This design comes from an exercise in tuning for small area, a short achievable clock period and few clock cycles per item on the open sky130 flow, not from production work. Where RTL was checked, it was by simulation tests only, not by an equivalence proof against the original. Power figures rest on the tool's default switching activity, not on a simulated workload.

==> flow/design.v (excerpt) <==
module rtp_h264_depkt (
    input  wire       clk,
    input  wire       rst,
    input  wire       cfg_strict_f,
    input  wire       cfg_zero_byte,
    input  wire       in_valid,
    output wire       in_ready,
    input  wire [7:0] in_data,
    input  wire       in_last,
    output reg        out_valid,
    input  wire       out_ready,
    output reg  [7:0] out_data,
    output wire       res_valid,
    output reg  [2:0] res_cause,
    output wire [4:0] res_flags
);
make LEC_CHECK=0 CAP_MARGIN=20 CORE_MARGIN=2 CORE_UTILIZATION=40 SETUP_SLACK_MARGIN=2.6 SLEW_MARGIN=20 finish   # period 5.0 ns
run.sh (not shown) runs the stock make flow with config.mk's settings and CLKGATE_MAP_FILE= SYNTH_SCRIPT=/design/flow/synth_recipe.tcl, a recipe that flattens the netlist after the stock synthesis.
Change:
Settings changed: CORE_UTILIZATION 40 to 60.
Effect: The new run produced a clean layout; clock-buffer cell count rose by 3; cell count goes down by a little under a tenth; hold slack gains 0.0062 ns; sequential share of layout area went up by 0.69 points; setup slack improves by 0.0041 ns; die area shrinks by a quarter to a third; total power decreases by a few percent; fmax barely changes; via count goes up by a few percent; utilization came out higher by 24 points.
Change:
Settings changed: CORE_UTILIZATION 60 to 40, SETUP_SLACK_MARGIN 2.6 to 2.75.
The changed run ran to the end with no violations. Non-clock buffer count goes up by 3. Synthesized area does not change. Clock power goes up by 11%. Final cell count is higher by 7.8%. Total power rose by 4.2%. Cell area goes up by 4.0%. Register-to-register slack gains 0.18 ns. Hold slack got worse by 0.012 ns. Count of clock-buffer cells in the layout went down by 3.
No run of this note included a check of the RTL's function; only the layout flow was run.


job 101:
Another version of the RTL of rtp_h264_depkt (not shown whole).
Size: roughly 370 cells after synthesis, ~34 I/O pins.
export LEC_CHECK = 0
export CAP_MARGIN = 20
export CORE_MARGIN = 2
export CORE_UTILIZATION = 60
export SETUP_SLACK_MARGIN = 2.6
export SLEW_MARGIN = 20
create_clock -name core_clock -period 5.0 [get_ports {clk}]
Testbench counts of job 101, summed over its fixed seeds: cycles 180,227, in bytes 177,094.
For job 102, these inputs were changed with respect to job 101:
# job 101
export LEC_CHECK = 0
export CAP_MARGIN = 20
export CORE_MARGIN = 2
export CORE_UTILIZATION = 60
export SETUP_SLACK_MARGIN = 2.6
export SLEW_MARGIN = 20
create_clock -name core_clock -period 5.0 [get_ports {clk}]
# job 102
export LEC_CHECK = 0
export CAP_MARGIN = 20
export CORE_MARGIN = 2
export CORE_UTILIZATION = 60
export CTS_BUF_LIST = sky130_fd_sc_hd__clkbuf_4
export CTS_CLUSTER_SIZE = 20
export SETUP_SLACK_MARGIN = 2.6
export SLEW_MARGIN = 20
create_clock -name core_clock -period 5.0 [get_ports {clk}]
==> results.txt <==
- The routed length per placed instance was comparable across job 102 and job 101.
- No stage failed in job 102, and the final checks on the layout all came back clean.
- Job 102 has number of gates given a new drive strength after cts below what job 101 had.
- Share of power burned in the clock network down 6.2 points in job 102 wrt job 101
- Between job 102 and job 101, the difference in setup TNS after final layout is negligible.
- Met3 capacity usage during global routing (lower): job 102
- Relative to job 101, final cycle utilization of the critical path has gone up in job 102.
- Per the comparison of job 102 with job 101, max-capacitance violation count shows no meaningful change, final instance area shows a reduction of 1.5%, post-layout worst setup margin shows a reduction of 0.090 ns, routed wire length shows no meaningful change.
- Overall track demand over capacity in global routing essentially unchanged between job 102 and job 101.


rtp_h264_depkt, a different RTL version from the one above (not shown whole).
Size: about 41 flip-flops, ~34 I/O pins.
clock: 5.0 ns
lec_check: 0
cap_margin: 20
core_margin: 2
core_utilization: 40
setup_slack_margin: 2.2
slew_margin: 20
The first run ran to the end with no violations.
Change:
- SETUP_SLACK_MARGIN: 2.2 -> 1.6
Outcome: Utilization fell by 1.6 points; final cell count fell by 2.0%; power fell by 6.1%; area after synthesis does not change; global-route usage fell by 2.0 points; fmax fell by 3.1%; wire length fell by 5.2%; cell area fell by 2.9%; worst hold slack gains 0.0044 ns; clock power fell by about 20%; sequential power stays flat.
No run of this note included a check of the RTL's function; only the layout flow was run.


Another version of the RTL of rtp_h264_depkt (not shown whole).
For scale: ~370 cells after synthesis, ~53 flip-flops, ~34 I/O pins, ~3400 sq um of cells after synthesis.
clock: 5.0 ns
lec_check: 0
cap_margin: 20
core_margin: 2
core_utilization: 60
setup_slack_margin: 2.3
slew_margin: 20
standard.sh (not shown) runs the stock make flow with config.mk's settings and CLKGATE_MAP_FILE= SYNTH_SCRIPT=/design/flow/synth_recipe.tcl, a recipe that flattens the netlist after the stock synthesis.
==> flow/flow/run.sh <==
#!/bin/bash
# The standard layout (standard.sh, unchanged synthesis and steps), with the
# port buffers that placement inserts made of sky130_fd_sc_hd__buf_1 instead
# of the resizer's default pick; timing repair still sizes them up where a
# path needs it. make's full output goes to flow_make.log here, and ORFS
# keeps each step's log under orfs/logs/.
set -euo pipefail
export BUFFER_PORTS_ARGS="-buffer_cell sky130_fd_sc_hd__buf_1"
bash standard.sh finish > flow_make.log 2>&1
The starting point ran to the end with no violations.
Edit:
Settings changed: SETUP_SLACK_MARGIN 2.3 to 2.8.
After rerunning:
- design area is higher by roughly a tenth
- routed wire length rose by roughly a tenth
- utilization rose by 9.3 points
- non-clock buffer count rises by 17
- cell count climbs by a few percent
- flip-flop and latch count is unchanged
- setup slack is better by 0.20 ns
Edit:
Settings changed: SETUP_SLACK_MARGIN 2.8 to 2.5.
- cell count came out lower by 4.5%
- synthesized cell count stays the same
- design area came out lower by about 11%
- global-route usage went down by 2.1 points
- setup slack is worse by 0.051 ns
- combinational power is lower by 19%
- worst hold slack got worse by 0.0085 ns
Edit:
Settings changed: SETUP_SLACK_MARGIN 2.5 to 2.6.
The new run completed with no timing, DRC or antenna violations; synthesized cell count is unchanged; routed wire length goes up by 1.7%; first-iteration DRC count goes down by 10%; hold slack gains 0.010 ns; fmax goes up by 1.1%; setup slack gains 0.026 ns; via count goes up by 1.1%.
Function was not checked in any run of this note: the RTL went through the layout flow alone.


rtp_h264_depkt, a different RTL version from the one above (not shown whole).
Size: about 2900 µm² of cells after synthesis.
Settings: LEC_CHECK=0, CAP_MARGIN=20, CORE_MARGIN=2, CORE_UTILIZATION=40, SETUP_SLACK_MARGIN=2.2, SLEW_MARGIN=20; clock period 5.0 ns.
run.sh (not shown) runs the stock make flow with config.mk's settings and CLKGATE_MAP_FILE= SYNTH_SCRIPT=/design/flow/synth_recipe.tcl, a recipe that flattens the netlist after the stock synthesis.
Stock flow here: none of the scripts above is used.
==> next run, changes <==
- SETUP_SLACK_MARGIN: 2.2 -> 1.6
The new run completed without violations.
Core utilization decreases by 3.5 points.
Global-route usage decreases by 1.1 points.
Wire length came out lower by 4.4%.
Hold slack improves by 0.0040 ns.
Sequential cell count stays the same.
Design area drops by 6.2%.
Register-to-register slack degrades by 0.81 ns.
Area after synthesis does not change.
Sequential share of layout area rose by 1.4 points.
No functional check of the RTL was part of any run of this note.

-- static timing again, ports no longer ideal --
How much do the figures lean on ideal ports? The routed layouts below were timed once more, with nothing changed but the port constraints. Step 1 assumes that a clkbuf_16 drives the clock port and a buf_2 every other input. Step 2 moves the port delays by t, midway between the first and last clock arrival at a register: inputs arrive t later, outputs are due t later. That takes back most of the time a late clock gives input paths. Three values: ideal ports, drivers, drivers and shift; two values: the first two.
run	shift t [ns]	setup slack, ns	worst register clock-pin slew, ns	worst slew at a driven data input, ns	cell pins on the clock port's net
the first run of note 1	0.384	2.586 / 2.547 / 2.286	0.07 / 0.07	0.05	1
the second run of note 1	0.369	2.590 / 2.550 / 2.270	0.07 / 0.07	0.05	1
the third run of note 1	0.383	2.596 / 2.556 / 2.425	0.08 / 0.08	0.05	1
job 101	0.375	2.496 / 2.469 / 2.278	0.07 / 0.07	0.04	1
job 102	0.443	2.406 / 2.381 / 2.263	0.11 / 0.11	0.04	1
the first run of note 3	0.340	1.424 / 1.393 / 1.430	0.09 / 0.09	0.04	1
the second run of note 3	0.332	1.310 / 1.283 / 1.418	0.09 / 0.09	0.03	1
the first run of note 4	0.339	2.369 / 2.371 / 2.033	0.10 / 0.10	0.04	1
the second run of note 4	0.342	2.573 / 2.527 / 2.301	0.11 / 0.11	0.06	1
the third run of note 4	0.325	2.522 / 2.487 / 2.246	0.09 / 0.09	0.04	1
the fourth run of note 4	0.330	2.548 / 2.500 / 2.297	0.09 / 0.09	0.06	1
the first run of note 5	0.330	1.264 / 1.234 / 1.338	0.09 / 0.09	0.06	1
the second run of note 5	0.324	1.234 / 1.206 / 1.276	0.08 / 0.08	0.05	1
After both steps setup and hold are still met in every run listed. For the first run of note 4, which loses most, drivers alone change the setup slack by +0.002 ns; drivers and shift together by -0.336 ns.
